Background: an optimization exercise with open tools, aiming at small area, a short achievable clock period and few clock cycles per item. Do not read the settings as production practice. Only simulation tests tie the RTL to the original design; equivalence was not proved. Power and IR drop assume default switching activity.

$ cat design/flow/config.mk
export PLATFORM = sky130hd
export DESIGN_NAME = acq_core
export DESIGN_NICKNAME = acq_core
export VERILOG_FILES = /design/flow/design.v
export SDC_FILE = /design/flow/constraint.sdc
export NUM_CORES = 4
export LEC_CHECK = 0
export CAP_MARGIN = 20
export CORE_MARGIN = 2
export CORE_UTILIZATION = 65
export CTS_BUF_LIST = sky130_fd_sc_hd__clkbuf_8 sky130_fd_sc_hd__clkbuf_16
export SLEW_MARGIN = 20
$ cat design/flow/constraint.sdc
create_clock -name core_clock -period 15.0 [get_ports {clk}]
set_input_delay 3.0000 -clock core_clock [delete_from_list [all_inputs] [get_ports {clk}]]
set_output_delay 3.0000 -clock core_clock [all_outputs]
set_load 0.01 [all_outputs]
$ cat design/flow/design.v
module acq_core (
    input             clk,
    input             rst,           
    input             cmd_valid,
    output            cmd_ready,
    input      [31:0] cmd_data,
    output reg        done,
    output reg        rpt_valid,
    output     [15:0] rpt_loc,
    output     [3:0]  rpt_kind,
    output     [15:0] rpt_extra,
    output     [3:0]  res_kind,
    output     [15:0] res_loc,
    output     [15:0] res_extra,
    output reg [7:0]  res_value,
    output     [71:0] buf_bytes,
    output reg        td_c_sign,
    output     [7:0]  td_c_whole,
    output reg [3:0]  td_c_frac,
    output reg        td_f_sign,
    output reg [7:0]  td_f_whole,
    output reg [3:0]  td_f_frac,
    output reg        log_verbose
);
    localparam [7:0] OP_BUF_LOAD     = 8'h01;
    localparam [7:0] OP_CRC_COMPUTE  = 8'h02;
    localparam [7:0] OP_CRC_VALIDATE = 8'h03;
    localparam [7:0] OP_SET_LOGGING  = 8'h04;
    localparam [7:0] OP_TD_DECODE    = 8'h20;
    localparam [7:0] OP_TD_C_TO_F    = 8'h21;
    localparam [3:0] K_NONE         = 4'd0;
    localparam [3:0] K_CHECKSUM     = 4'd7;
    localparam [3:0] K_RES_MISMATCH = 4'd8;
    localparam [3:0] K_SP_CORRUPT   = 4'd9;
    localparam [3:0] K_ILLEGAL      = 4'd11;
    localparam [3:0] R_NONE = 4'b0000;
    localparam [3:0] R_ILL  = 4'b1000;
    localparam [3:0] R_CRC  = 4'b0100;
    localparam [3:0] R_CFG  = 4'b0010;
    localparam [3:0] R_SP   = 4'b0001;
    localparam [2:0] S_IDLE = 3'd0;      
    localparam [2:0] S_REC2 = 3'd1;      
    localparam [2:0] S_CRCW = 3'd2;      
    localparam [2:0] S_FAHR = 3'd3;      
    localparam [2:0] S_CLD  = 3'd4;      
    reg [2:0]  state;
    reg [3:0]  rk;            
    reg [6:0]  td_c_w;        
    reg [71:0] buf_r;
    wire [7:0] bufr [0:8];
    reg [7:0]  c_op;
    reg [6:0]  c_a;
    reg [15:0] c_lo;
    reg        p_t, p_i, p_c, p_f, p_s;
    reg [3:0]  rk_n;
    reg        tr_n;
    genvar gi;
    generate
        for (gi = 0; gi < 9; gi = gi + 1) begin : g_buf
            assign bufr[gi] = buf_r[8*gi +: 8];
        end
    endgenerate
    assign buf_bytes = buf_r;
    assign cmd_ready = (state == S_IDLE);
    wire accept = cmd_valid && (state == S_IDLE);
    function [7:0] crc8_byte(input [7:0] crc_in, input [7:0] b);
        integer i;
        reg [7:0] r;
        begin
            r = crc_in;
            for (i = 0; i < 8; i = i + 1) begin
                if (r[0] ^ b[i])
                    r = (r >> 1) ^ 8'h8C;
                else
                    r = r >> 1;
            end
            crc8_byte = r;
        end
    endfunction
    function [7:0] res_cfg(input [1:0] r);
        res_cfg = {1'b0, r, 5'h1F};
    endfunction
    function [3:0] res_mask(input [1:0] r);
        res_mask = {1'b1, r != 2'd0, r[1], r == 2'd3};
    endfunction
    localparam [1023:0] DIV5_T = 1024'hcac9c8c4c3c2c1c0bcbbbab9b8b4b3b2b1b0acabaaa9a8a4a3a2a1a09c9b9a999894939291908c8b8a898884838281807c7b7a797874737271706c6b6a696864636261605c5b5a595854535251504c4b4a494844434241403c3b3a393834333231302c2b2a292824232221201c1b1a191814131211100c0b0a09080403020100;
    localparam [1023:0] Y2_T = 1024'h0000000000000000000000000000000000000000000000000000000000000000000000000000000000000000000000000000000000008886848281797775737200000000000070686664636159575554000000000000525048464543413937360000000000003432302827252321191800000000000016141210090705030100;
    localparam [63:0] POS_T = 64'h9988766544332110;
    localparam [63:0] NEG_T = 64'h0112334456677899;
    function [3:0] pos_frac(input [3:0] i);
        pos_frac = POS_T[4*i +: 4];
    endfunction
    function [3:0] neg_frac(input [3:0] i);
        neg_frac = NEG_T[4*i +: 4];
    endfunction
    function [7:0] div5(input [6:0] w);
        div5 = DIV5_T[8*w +: 8];
    endfunction
    function [7:0] y2(input [2:0] b, input [3:0] f);
        y2 = Y2_T[8*{b, f} +: 8];
    endfunction
    wire [7:0] i_op = cmd_data[31:24];
    wire [7:0] i_a  = cmd_data[23:16];
    wire [7:0] i_b  = cmd_data[15:8];
    wire       i_g  = cmd_data[0];
    wire       i_z0 = (cmd_data[7:1] == 7'd0);
    wire       i_b0 = (i_b == 8'd0);
    wire is_load = (i_op == OP_BUF_LOAD);
    wire is_crcc = (i_op == OP_CRC_COMPUTE);
    wire is_crcv = (i_op == OP_CRC_VALIDATE);
    wire is_slog = (i_op == OP_SET_LOGGING);
    wire is_tdd  = (i_op == OP_TD_DECODE);
    wire is_c2f  = (i_op == OP_TD_C_TO_F);
    wire i_zg0   = i_z0 && !i_g;
    wire i_ahi0  = (i_a[7:4] == 4'd0);
    wire [3:0] i_al = i_a[3:0];
    wire [9:0] i_ak;
    genvar ki;
    generate
        for (ki = 0; ki < 10; ki = ki + 1) begin : g_ak
            assign i_ak[ki] = (i_al == ki);
        end
    endgenerate
    wire ok_load = is_load && i_zg0 && i_ahi0 && (i_al <= 4'd8);
    wire ok_crcc = is_crcc && i_zg0 && i_b0 && i_ahi0 && (i_al != 4'd0) && (i_al <= 4'd9);
    wire ok_crcv = is_crcv && i_zg0 && i_b0 && i_ahi0 && (i_ak[7] || i_ak[8]);
    wire ok_slog = is_slog && i_zg0 && i_b0 && i_ahi0 && (i_al[3:1] == 3'd0);
    wire ok_tdd  = is_tdd  && i_zg0 && i_b0 && i_ahi0 && (i_al[3:2] == 2'd0);
    wire ok_c2f  = is_c2f  && i_z0 && !i_a[7] && (i_b <= 8'd9);
    wire ok_crc  = ok_crcc || ok_crcv;
    wire legal   = ok_load || ok_crc || ok_slog || ok_tdd || ok_c2f;
    reg [7:0] crc_run;
    reg [3:0] eng_pos;
    reg  [7:0] eng_byte;
    always @(*) begin
        case (eng_pos)
            4'd0: eng_byte = bufr[0];
            4'd1: eng_byte = bufr[1];
            4'd2: eng_byte = bufr[2];
            4'd3: eng_byte = bufr[3];
            4'd4: eng_byte = bufr[4];
            4'd5: eng_byte = bufr[5];
            4'd6: eng_byte = bufr[6];
            4'd7: eng_byte = bufr[7];
            default: eng_byte = bufr[8];
        endcase
    end
    wire [7:0] crc_step = crc8_byte(crc_run & {8{eng_pos != 4'd0}}, eng_byte);
    wire wr_buf = accept && ok_load;
    wire crc_now = (eng_pos == i_a[3:0]);
    wire eng_restart = (wr_buf && (i_a[3:0] <= eng_pos)) ||
                       (accept && ok_crc && (eng_pos > i_a[3:0]));
    wire       crc_ne     = (crc_step != 8'd0);
    wire [7:0] cmp_byte_c = c_a[3] ? bufr[8] : bufr[7];
    wire       cfg_bad   = (bufr[4] != res_cfg(i_a[1:0]));
    wire       sp_bad    = (bufr[5] != 8'hFF) || (bufr[7] != 8'h10);
    wire [3:0] dec_fi    = bufr[0][3:0] & res_mask(bufr[4][6:5]);
    wire [7:0] dec_w     = {bufr[1][3:0], bufr[0][7:4]};
    wire       dec_sign  = dec_w[7];
    wire [6:0] dec_whole = dec_sign ? ~dec_w[6:0] : dec_w[6:0];
    wire [3:0] dec_frac  = dec_sign ? neg_frac(dec_fi) : pos_frac(dec_fi);
    reg        cel_s;
    reg [4:0]  cel_a;
    reg [2:0]  cel_b;
    reg [3:0]  cel_f;
    reg        cel_ok;        
    wire       cel_ld  = (state == S_CLD);    
    wire [6:0] cel_win = cel_ld ? c_a : dec_whole;
    wire [7:0] cel_ab  = div5(cel_win);
    wire       cel_sin = cel_ld ? c_lo[0] : dec_sign;
    wire [3:0] cel_fin = cel_ld ? c_lo[11:8] : dec_frac;
    wire       fs      = cel_s;
    wire [3:0] ff      = cel_f;
    wire [4:0] f_a     = cel_a;
    wire [2:0] f_b     = cel_b;
    wire [7:0] f_yr    = y2(f_b, ff);
    wire [3:0] f_r     = f_yr[3:0];
    wire [7:0] f_p     = {f_a, 3'b000} + f_a + f_yr[7:4];
    wire       f_e     = (ff != 4'd0) && (ff != 4'd5);    
    wire [7:0] f_sub   = f_p - 8'd32;
    wire       f_big   = (f_p >= 8'd32);
    wire       f_re    = (f_r != 4'd0) || f_e;
    wire       f_neg   = fs && f_big;
    wire [7:0] f_whole = !fs ? f_p + 8'd32 : f_big ? f_sub : f_re ? ~f_sub : -f_sub;
    wire [3:0] f_tenth = (!fs || f_big) ? f_r : f_re ? 4'd10 - f_r - f_e : 4'd0;
    wire k_ill = rk[3];    
    wire k_crc = rk[2];    
    wire k_cfg = rk[1];    
    wire k_sp  = rk[0];    
    assign res_kind   = {k_ill | k_cfg | k_sp, k_crc, k_ill | k_crc, k_ill | k_crc | k_sp};
    assign td_c_whole = {1'b0, td_c_w};
    assign res_loc   = ({16{k_ill}} & {8'hFF, c_op}) |
                       ({16{k_crc}} & 16'h0301) |
                       ({16{k_cfg}} & 16'h2001) |
                       ({16{k_sp}}  & 16'h2002);
    assign res_extra = ({16{k_ill}} & c_lo) |
                       ({16{k_crc}} & {res_value, cmp_byte_c}) |
                       ({16{k_cfg}} & {bufr[4], res_cfg(c_a[1:0])}) |
                       ({16{k_sp}}  & {bufr[5], bufr[7]});
    assign rpt_loc   = ({16{p_t}} & {c_op, 8'h00}) |
                       ({16{p_i}} & {8'hFF, c_op}) |
                       ({16{p_c}} & 16'h0301) |
                       ({16{p_f}} & 16'h2001) |
                       ({16{p_s}} & 16'h2002);
    assign rpt_kind  = {p_i | p_f | p_s, p_c, p_i | p_c, p_i | p_c | p_s};
    assign rpt_extra = ({16{p_t | p_i}} & c_lo) |
                       ({16{p_c}} & {res_value, cmp_byte_c}) |
                       ({16{p_f}} & {bufr[4], res_cfg(c_a[1:0])}) |
                       ({16{p_s}} & {bufr[5], bufr[7]});
    integer k;
    always @(posedge clk) begin
        cel_s  <= cel_sin;
        cel_a  <= cel_ab[7:3];
        cel_b  <= cel_ab[2:0];
        cel_f  <= cel_fin;
        cel_ok <= !rst && !(accept && ok_load) && !cel_ld;
    end
    wire [7:0] buf_wdata = i_b & {8{!rst}};
    wire       wr_go     = accept && is_load && i_zg0 && i_ahi0;
    always @(posedge clk) begin
        for (k = 0; k < 9; k = k + 1)
            if (rst || (wr_go && i_ak[k]))
                buf_r[8*k +: 8] <= buf_wdata;
    end
    always @(posedge clk) begin
        if (rst) begin
            state       <= S_IDLE;
            done        <= 1'b0;
            rpt_valid   <= 1'b0;
            rk          <= R_NONE;
            p_t         <= 1'b0;
            p_i         <= 1'b0;
            p_c         <= 1'b0;
            p_f         <= 1'b0;
            p_s         <= 1'b0;
            res_value   <= 8'd0;
            td_c_sign   <= 1'b0;
            td_c_w      <= 7'd0;
            td_c_frac   <= 4'd0;
            td_f_sign   <= 1'b0;
            td_f_whole  <= 8'd0;
            td_f_frac   <= 4'd0;
            log_verbose <= 1'b0;
            eng_pos     <= 4'd0;
        end else begin
            done      <= 1'b0;
            rpt_valid <= 1'b0;
            rk_n = rk;
            tr_n = p_t;
            if (eng_restart) begin
                eng_pos <= 4'd0;
            end else if (eng_pos != 4'd9) begin
                crc_run <= crc_step;
                eng_pos <= eng_pos + 4'd1;
            end
            case (state)
                S_IDLE: begin
                    if (cmd_valid) begin
                        c_op <= i_op;
                        c_a  <= i_a[6:0];
                        c_lo <= cmd_data[15:0];
                        if (!legal) begin
                            rk_n        = R_ILL;
                            rpt_valid <= 1'b1;
                            tr_n   = 1'b0;
                            done      <= 1'b1;
                        end else begin
                            rpt_valid <= log_verbose;
                            tr_n   = 1'b1;
                            rk_n        = R_NONE;
                            if (ok_load) begin
                                done <= 1'b1;
                            end
                            if (ok_slog) begin
                                log_verbose <= i_a[0];
                                done <= 1'b1;
                            end
                            if (ok_crc) begin
                                if (crc_now) begin
                                    res_value <= crc_run;
                                    if (ok_crcv && crc_ne) begin
                                        rk_n = R_CRC;
                                        if (log_verbose) begin
                                            state <= S_REC2;
                                        end else begin
                                            rpt_valid <= 1'b1;
                                            tr_n   = 1'b0;
                                            done      <= 1'b1;
                                        end
                                    end else begin
                                        done <= 1'b1;
                                    end
                                end else begin
                                    state <= S_CRCW;
                                end
                            end
                            if (ok_tdd) begin
                                if (cfg_bad || sp_bad) begin
                                    rk_n = cfg_bad ? R_CFG : R_SP;
                                    if (log_verbose) begin
                                        state <= S_REC2;
                                    end else begin
                                        rpt_valid <= 1'b1;
                                        tr_n   = 1'b0;
                                        done      <= 1'b1;
                                    end
                                end else begin
                                    td_c_sign  <= dec_sign;
                                    td_c_w     <= dec_whole;
                                    td_c_frac  <= dec_frac;
                                    if (cel_ok) begin
                                        td_f_sign  <= f_neg;
                                        td_f_whole <= f_whole;
                                        td_f_frac  <= f_tenth;
                                        done       <= 1'b1;
                                    end else begin
                                        state      <= S_FAHR;
                                    end
                                end
                            end
                            if (ok_c2f)
                                state <= S_CLD;
                        end
                    end
                end
                S_CLD: begin
                    state <= S_FAHR;
                end
                S_REC2: begin
                    rpt_valid <= 1'b1;
                    tr_n   = 1'b0;
                    done      <= 1'b1;
                    state     <= S_IDLE;
                end
                S_CRCW: begin
                    if (eng_pos == c_a[3:0]) begin
                        res_value <= crc_run;
                        if (c_op[0] && crc_ne) begin
                            rk_n        = R_CRC;
                            rpt_valid <= 1'b1;
                            tr_n   = 1'b0;
                        end
                        done  <= 1'b1;
                        state <= S_IDLE;
                    end
                end
                S_FAHR: begin
                    td_f_sign  <= f_neg;
                    td_f_whole <= f_whole;
                    td_f_frac  <= f_tenth;
                    done       <= 1'b1;
                    state      <= S_IDLE;
                end
            endcase
            rk      <= rk_n;
            p_t     <= tr_n;
            p_i     <= !tr_n && rk_n[3];
            p_c     <= !tr_n && rk_n[2];
            p_f     <= !tr_n && rk_n[1];
            p_s     <= !tr_n && rk_n[0];
        end
    end
endmodule
$ cat design/flow/flow/run.sh
#!/bin/bash
# The standard layout, with two changes to how it is made:
# - the port buffers are the smallest buffer cell instead of the delay buffer
#   ORFS picks by default;
# - timing repair works towards a setup slack of 9.8 ns at the 15 ns clock,
#   so that it also sizes the paths that already meet 15 ns.
set -euo pipefail
export BUFFER_PORTS_ARGS="-buffer_cell sky130_fd_sc_hd__buf_1"
export SETUP_SLACK_MARGIN=9.8
bash standard.sh > standard.log 2>&1
$ cat design/flow/standard.sh
#!/bin/bash
# synth_recipe.tcl (not shown) runs the flow's synth.tcl, then flattens the netlist and writes it again
# the make line also repeats each setting of config.mk as NAME=value (left out here)
make -C /OpenROAD-flow-scripts/flow DESIGN_CONFIG=/design/flow/config.mk WORK_HOME=/design/flow/orfs CLKGATE_MAP_FILE= SYNTH_SCRIPT=/design/flow/synth_recipe.tcl "${@:-finish}"
==> results.toml, run 1 <==
[run_status]
status = "finished clean"

[timing]
worst_pin_slew_ns = 1.13
tns_ns = 0
rsz0062_at_grt = "false"
clock_skew_ns = 0.0142
finalHoldViolations = 0
slew_violations = 0
whs_ns = 0.469
fmaxAchievable_mhz = 194
slew_headroom = 0.242
min_period_ns = 5.14
setup_viol = 0
finalCritPeriodShare = 0.343

[final_layout]
syn_to_final_growth_pct = 14.3
diodes = 0
postLayoutCoreUtil = 0.760
nets = 1411
final_cells = 1568
drive_gt1_frac = 0.0853

[synth]
yosysWarningCount = 1
synthMostInstantiatedCell = "nand2_1"
synth_area_mm2 = 0.0110
synth_commonest_cells = "150 x nand2_1, 111 x edfxtp_1, 85 x nor2_1"
synthXorXnorAreaFrac = 0.0381
synth-edff-count = 111
synthMuxAreaShare = 0.0439
synth_cell_types = 88
synth_top_area_frac = 0.302
synthCells = 1183
yosys-top-cells-area = "edfxtp_1 30%, dfxtp_1 12%, nand2_1 5.1%"
ys_seq_area_frac = 0.422
synthAdderAreaFrac = 0.0485
ys_seq_elements = 177
synth_largest_area_cell = "edfxtp_1"
synth_area_per_cell_um2 = 9.33
yosys.area_share.simple = 0.186
synth_top_flop_cell = "edfxtp_1"
synth_top_family_by_area = "compound AO/OA/AOI/OAI gates"
synthArstFlopShare = 0
syn-num-nets = 1259
synth_compound_area_frac = 0.209

[hold_path]
hold_end = "td_c_frac[0]"
hold_path_class = "reg -> reg"
hold_path_depth = 2
worstHoldStart = "td_c_frac[0]"

[power_and_ir_drop]
leakage_uw = 0.00467
peakVddDrop_mv = 0.0924
cellPowerDensity_mw_per_mm2 = 139

[worst_setup_path]
timing.rr.end = "td_f_whole[2]"
cpMaxStageDelayCell = "a2111oi_4"
critical_path_peak_fanout = 8
cpPeakStageDelay_ns = 0.47
cp_cell_sequence = "buf_1, nor4_2, nand4_1, a2111oi_4, a2111o_1, a21oi_4, nor3_4, and2_4, mux2i_1, nor2_1"
crit_arrival_ns = 5.45
path_class = "in -> reg"
startpoint_type = "input pin"
crit_required_ns = 15.30
worstRegToRegCells = 19
r2r_slack_ns = 10.23
r2r-start = "cel_f[1]"
crit_path_end_kind = "register"

[routing]
drtPass1Iterations = 8
vias = 10400
drt_iter0_drc = 950
drc_errors = 0
detail_route.wl_per_cell_um = 22.5
ant_nets = 0
viasPerCell = 6.61
wirelength_um = 35300

[placement]
io_buffers = 215
dp_cells = 1524
routabilityCongestion = 0.947
hpwl_um = 24800

[global_routing]
grt_pass1_wl_um = 52800
grt_max_degree = 72
overflow = 0
grt_pass1_vias = 9324
gr-usage-all-layers = 0.382
antenna_found_initial = 0

[floorplan]
die_h_um = 134
ios = 217
core-area_mm2 = 0.0166
start_util = 0.665
die_area_mm2 = 0.0180
die_w_um = 134
fp-row-count = 47

[clocking]
cts_tree = "done"
cts_root_buffer = "clkbuf_16"
cts_buffer_depth = 2
path_clk_slew_ns = 0.08
htreeDepth = 4
cts_made_buffers = 17
clk_latency_ns = 0.45
cts.sinks = 177

[flow_run]
cap_violations = 0
[logic make-up after synthesis]
family	after synthesis
buffers and inverters	133
AND/OR/NAND/NOR	416
XOR/XNOR	48
flip-flops	177
other	1
adder cells (fa/ha/maj)	41
AO/OA/AOI/OAI	322
multiplexers	45
[power by group]
part           switching (uW)  internal (uW)  total (uW)
clock network             230            230         459
logic                     380            257         637
registers                72.7            585         657
[critical path: cells and delay by family]
family	cells	cell delay, ns
AOI/OAI and AO/OA	3	0.83
buffers and inverters	1	0.10
muxes	1	0.23
and+or+nand+nor	5	1.28
[placed cells by master, fill, tap and decap left out, drive strengths merged, types with 6 or more instances in the layout]
cell type,n
a211o,6
a211oi,22
a21o,25
a21oi,56
a221oi,13
a222oi,16
a22oi,40
a311oi,6
a31oi,18
and2,20
buf,227
clkbuf,21
clkinv,9
dfxtp,66
edfxtp,111
ha,38
inv,40
mux2,17
mux2i,27
nand2,150
nand2b,9
nand3,34
nand3b,11
nand4,13
nor2,86
nor2b,19
nor3,20
nor4,10
o211ai,11
o21a,9
o21ai,54
or2,8
or3,9
xnor2,24
xor2,24
[through the flow]
step | power [uW] | worst slack [ns] | instance area (um2)
2_1_floorplan | 1130 | 9.81 | 11100
3_3_place_gp | 1270 | 9.00 | 11800
3_5_place_dp | 1280 | 8.91 | 11800
4_1_cts | 1730 | 9.82 | 12500
5_1_grt | 1840 | 9.78 | 12600
6_report | 1750 | 9.86 | 12600
[sequential cells by signal, summed over array words and instances, names as in the netlist, 3 cells and up]
name	count
c_a	7
cel_a	5
td_c_w	7
crc_run	8
state	3
cel_f	4
res_value	8
eng_pos	4
buf_r	72
td_f_whole	8
c_op	8
cel_b	3
c_lo	16
rk	4
td_c_frac	4
td_f_frac	4
[routing by layer]
metal / track usage / wire length (um)
met5: 0 / 0
met4: 0.188 / 1790
met3: 0.0892 / 4250
met2: 0.592 / 16000
met1: 0.507 / 13300
[worst max-delay path by stage]
stage | cells past startpoint | slack (ns) | from | endpoint
after floorplan | 10 | 9.81 | cmd_data[0] | res_value[0]
after global placement | 10 | 9.00 | cmd_data[16] | td_f_whole[7]
after detailed placement | 10 | 8.91 | cmd_data[16] | td_f_whole[7]
after CTS | 10 | 9.82 | cmd_data[13] | res_value[7]
after global routing | 10 | 9.78 | cmd_data[13] | res_value[7]
final | 10 | 9.86 | cmd_data[8] | res_value[7]
[repair_timing]
item,4_1_cts,5_1_grt
pin swaps,3,5
gates resized for setup,9,15
setup endpoints to repair,37,31
setup buffers,2,8
hold buffers,0,0
cloned,1,1
[layout make-up]
| class | count | area [um2] |
|---|---|---|
| timing repair buffer | 231 | 967 |
| multi-input combinational | 874 | 5950 |
| sequential | 177 | 4660 |
| clock inverter | 15 | 204 |
| fill | 1242 | 3970 |
| tap | 220 | 275 |
| inverter | 34 | 128 |
| clock buffer | 17 | 425 |
Testbench counts, summed over its fixed seeds: cycles 4,631, commands 4,434.
==> run 2, diff against run 1 <==
==> design/flow/flow/run.sh (replaced) <==
#!/bin/bash
# The standard layout, with two changes to how it is made:
# - the port buffers are the smallest buffer cell instead of the delay buffer
#   ORFS picks by default;
# - timing repair works towards a setup slack of 10.0 ns at the 15 ns clock,
#   so that it also sizes the paths that already meet 15 ns.
set -euo pipefail
export BUFFER_PORTS_ARGS="-buffer_cell sky130_fd_sc_hd__buf_1"
export SETUP_SLACK_MARGIN=10.0
bash standard.sh > standard.log 2>&1
==> results.toml, run 2 <==
[run_status]
status = "finished clean"

[worst_setup_path]
critical_path_peak_fanout = 6
path_class = "in -> reg"
crit_arrival_ns = 5.40
cpPeakStageDelay_ns = 0.57
cp_cell_sequence = "buf_1, or4_4, or2_4, nor2_1, a2111o_1, a21oi_4, a211oi_4, buf_12, buf_8, buf_6, nor2_2, a211oi_2"
worst-path-buf-inv = 4
startpoint_type = "input pin"
crit_path_end_kind = "register"
cpMaxStageDelayCell = "or4_4"
crit_family = "simple AND/OR/NAND/NOR gates"
crit_required_ns = 15.36

[floorplan]
die_area_mm2 = 0.0180
die_h_um = 134
die_w_um = 134
fp-row-count = 47
core-area_mm2 = 0.0166
start_util = 0.665
ios = 217

[routing]
ant_nets = 0
vias = 10400
drtPass1Iterations = 7
viasPerCell = 6.55
wirelength_um = 35400
drt_iter0_drc = 1096
detail_route.wl_per_cell_um = 22.3
drc_errors = 0

[final_layout]
final_cell_mix = "207 x buf_1, 150 x nand2_1, 111 x edfxtp_1"
nets = 1430
reg.largest.list = "buf_r: 72 flops, c_lo: 16 flops"
final_common_cell = "buf_1"
nFillCells = 1208
drive_gt1_frac = 0.116
largest_register_ffs = 72
top_register = "buf_r"
syn_to_final_growth_pct = 17.0
fin_area_mm2 = 0.0129
postLayoutCoreUtil = 0.778

[synth]
synth_largest_area_cell = "edfxtp_1"
synth_commonest_cells = "150 x nand2_1, 111 x edfxtp_1, 85 x nor2_1"
synthArstFlopShare = 0
synthCells = 1183
synth_top_flop_cell = "edfxtp_1"
synth_area_mm2 = 0.0110
yosysWarningCount = 1
synth_cell_types = 88
ys_seq_area_frac = 0.422
synth_top_area_frac = 0.302
ys_seq_elements = 177
yosys-top-cells-area = "edfxtp_1 30%, dfxtp_1 12%, nand2_1 5.1%"
synth-edff-count = 111
syn-num-nets = 1259
synthMostInstantiatedCell = "nand2_1"
synth_area_per_cell_um2 = 9.33

[power_and_ir_drop]
total_power_uw = 1760
cellPowerDensity_mw_per_mm2 = 137
leakage_uw = 0.00480
peakVddDrop_mv = 0.0954

[clocking]
cts_tree = "done"
cts_made_buffers = 17
htreeDepth = 4
cts_root_buffer = "clkbuf_16"
cts_hold_buffers = 0
cts_buffer_depth = 2
path_clk_slew_ns = 0.08
clk_latency_ns = 0.44
cts.sinks = 177

[global_routing]
grt_pass1_wl_um = 53000
grt_pass1_vias = 9384
overflow = 0
antenna_found_initial = 1
grt_max_degree = 72
gr-usage-all-layers = 0.385

[timing]
finalHoldViolations = 0
rsz0062_at_grt = "true"
finalCritPeriodShare = 0.336
tns_ns = 0
fmaxAchievable_mhz = 199
min_period_ns = 5.04
clock_skew_ns = 0.0120
setup_viol = 0
timing.final.ws_setup_ns = 9.96
slew_headroom = 0.273
slew_violations = 0
worst_pin_slew_ns = 1.07

[placement]
hpwl_um = 25000
place_ws_ns = 8.85
io_buffers = 215
routabilityCongestion = 0.974
place_area_mm2 = 0.0118

[hold_path]
hold_path_class = "reg -> reg"

[flow_run]
cap_violations = 0
==> run 2: final timing paths <==
path / startpoint / end / slack, ns / cells past startpoint
setup reg to reg: cel_f[1] / td_f_whole[2] / 10.42 / 19
hold reg to reg: td_c_w[2] / td_c_w[2] / 0.47 / 2
setup / recovery: cmd_data[0] / td_f_whole[0] / 9.96 / 12
hold / removal: td_c_w[2] / td_c_w[2] / 0.47 / 2
==> run 2: what timing repair did <==
action,CTS,global route
buffers inserted,14,16
cloned,1,0
endpoints found under the setup margin,86,112
pin swaps,14,17
gates resized for setup,25,41
==> run 2: layer usage <==
layer | wire length (um) | up-vias | GRT usage
li1 | - | 4721 | -
met4 | 1920 | 0 | 0.199
met5 | 0 | - | 0
met2 | 16100 | 695 | 0.599
met1 | 13400 | 4877 | 0.507
met3 | 3940 | 107 | 0.0869
==> run 2: area by class of cell <==
| class | count | area, um2 | share of cell area |
|---|---|---|---|
| tap | 220 | 275 | 0.0213 |
| antenna | 1 | 2.50 | 0.000194 |
| inverter | 34 | 128 | 0.00989 |
| clock inverter | 15 | 200 | 0.0155 |
| clock buffer | 17 | 425 | 0.0330 |
| sequential | 177 | 4660 | 0.361 |
| multi-input combinational | 874 | 6040 | 0.468 |
| timing repair buffer | 250 | 1180 | 0.0912 |
==> run 2: cells by family after synthesis <==
| family | Yosys count | share of synthesized area |
|---|---|---|
| other | 1 | 0.000340 |
| AO/OA/AOI/OAI | 322 | 0.209 |
| AND/OR/NAND/NOR | 416 | 0.186 |
| multiplexers | 45 | 0.0439 |
| XOR/XNOR | 48 | 0.0381 |
| flip-flops | 177 | 0.422 |
| adder cells (fa/ha/maj) | 41 | 0.0485 |
| buffers and inverters | 133 | 0.0521 |
==> run 2: power breakdown <==
group | switching, uW | internal (uW) | total [uW]
sequential | 73.3 | 585 | 658
clock | 228 | 228 | 456
combinational | 386 | 262 | 648
==> run 2: through the flow <==
step	std cells	hold WS, ns
after global placement	1524	0.443
after detailed placement	1524	0.453
after CTS	1571	0.463
final	1588	0.468
after global routing	1588	0.481
after floorplan	1183	0.459
==> run 2: worst min-delay path, stage by stage, from the launching register on <==
cell     delay (ns)
dfxtp_1        0.32
nand2_1        0.05
a21oi_1        0.05

[re-timing with driven ports]
Ports are ideal in the flow. The routed layouts listed here were re-timed in OpenROAD.
Step 1, drivers: a clkbuf_16 drives clk and a buf_2 each remaining input, both assumed.
Step 2 adds t to the input delays and takes it off the output delays; t is the mean of the earliest and latest rising clock arrival at the registers after step 1. Input paths then give back, and output paths get back, about the clock's delay inside the block.
Three values: ideal ports, drivers, drivers and shift; two values: the first two.
run	t, ns	setup slack, ns	hold WS [ns]	slew at the worst register clock pin (ns)
run 1	0.488	9.859 / 9.822 / 9.392	0.469 / 0.469 / 0.469	0.08 / 0.08
run 2	0.487	9.963 / 9.991 / 9.504	0.468 / 0.468 / 0.468	0.08 / 0.08
After both steps setup and hold are still met in every run listed. For run 1, which loses most, drivers alone change the setup slack by -0.037 ns; drivers and shift together by -0.467 ns.
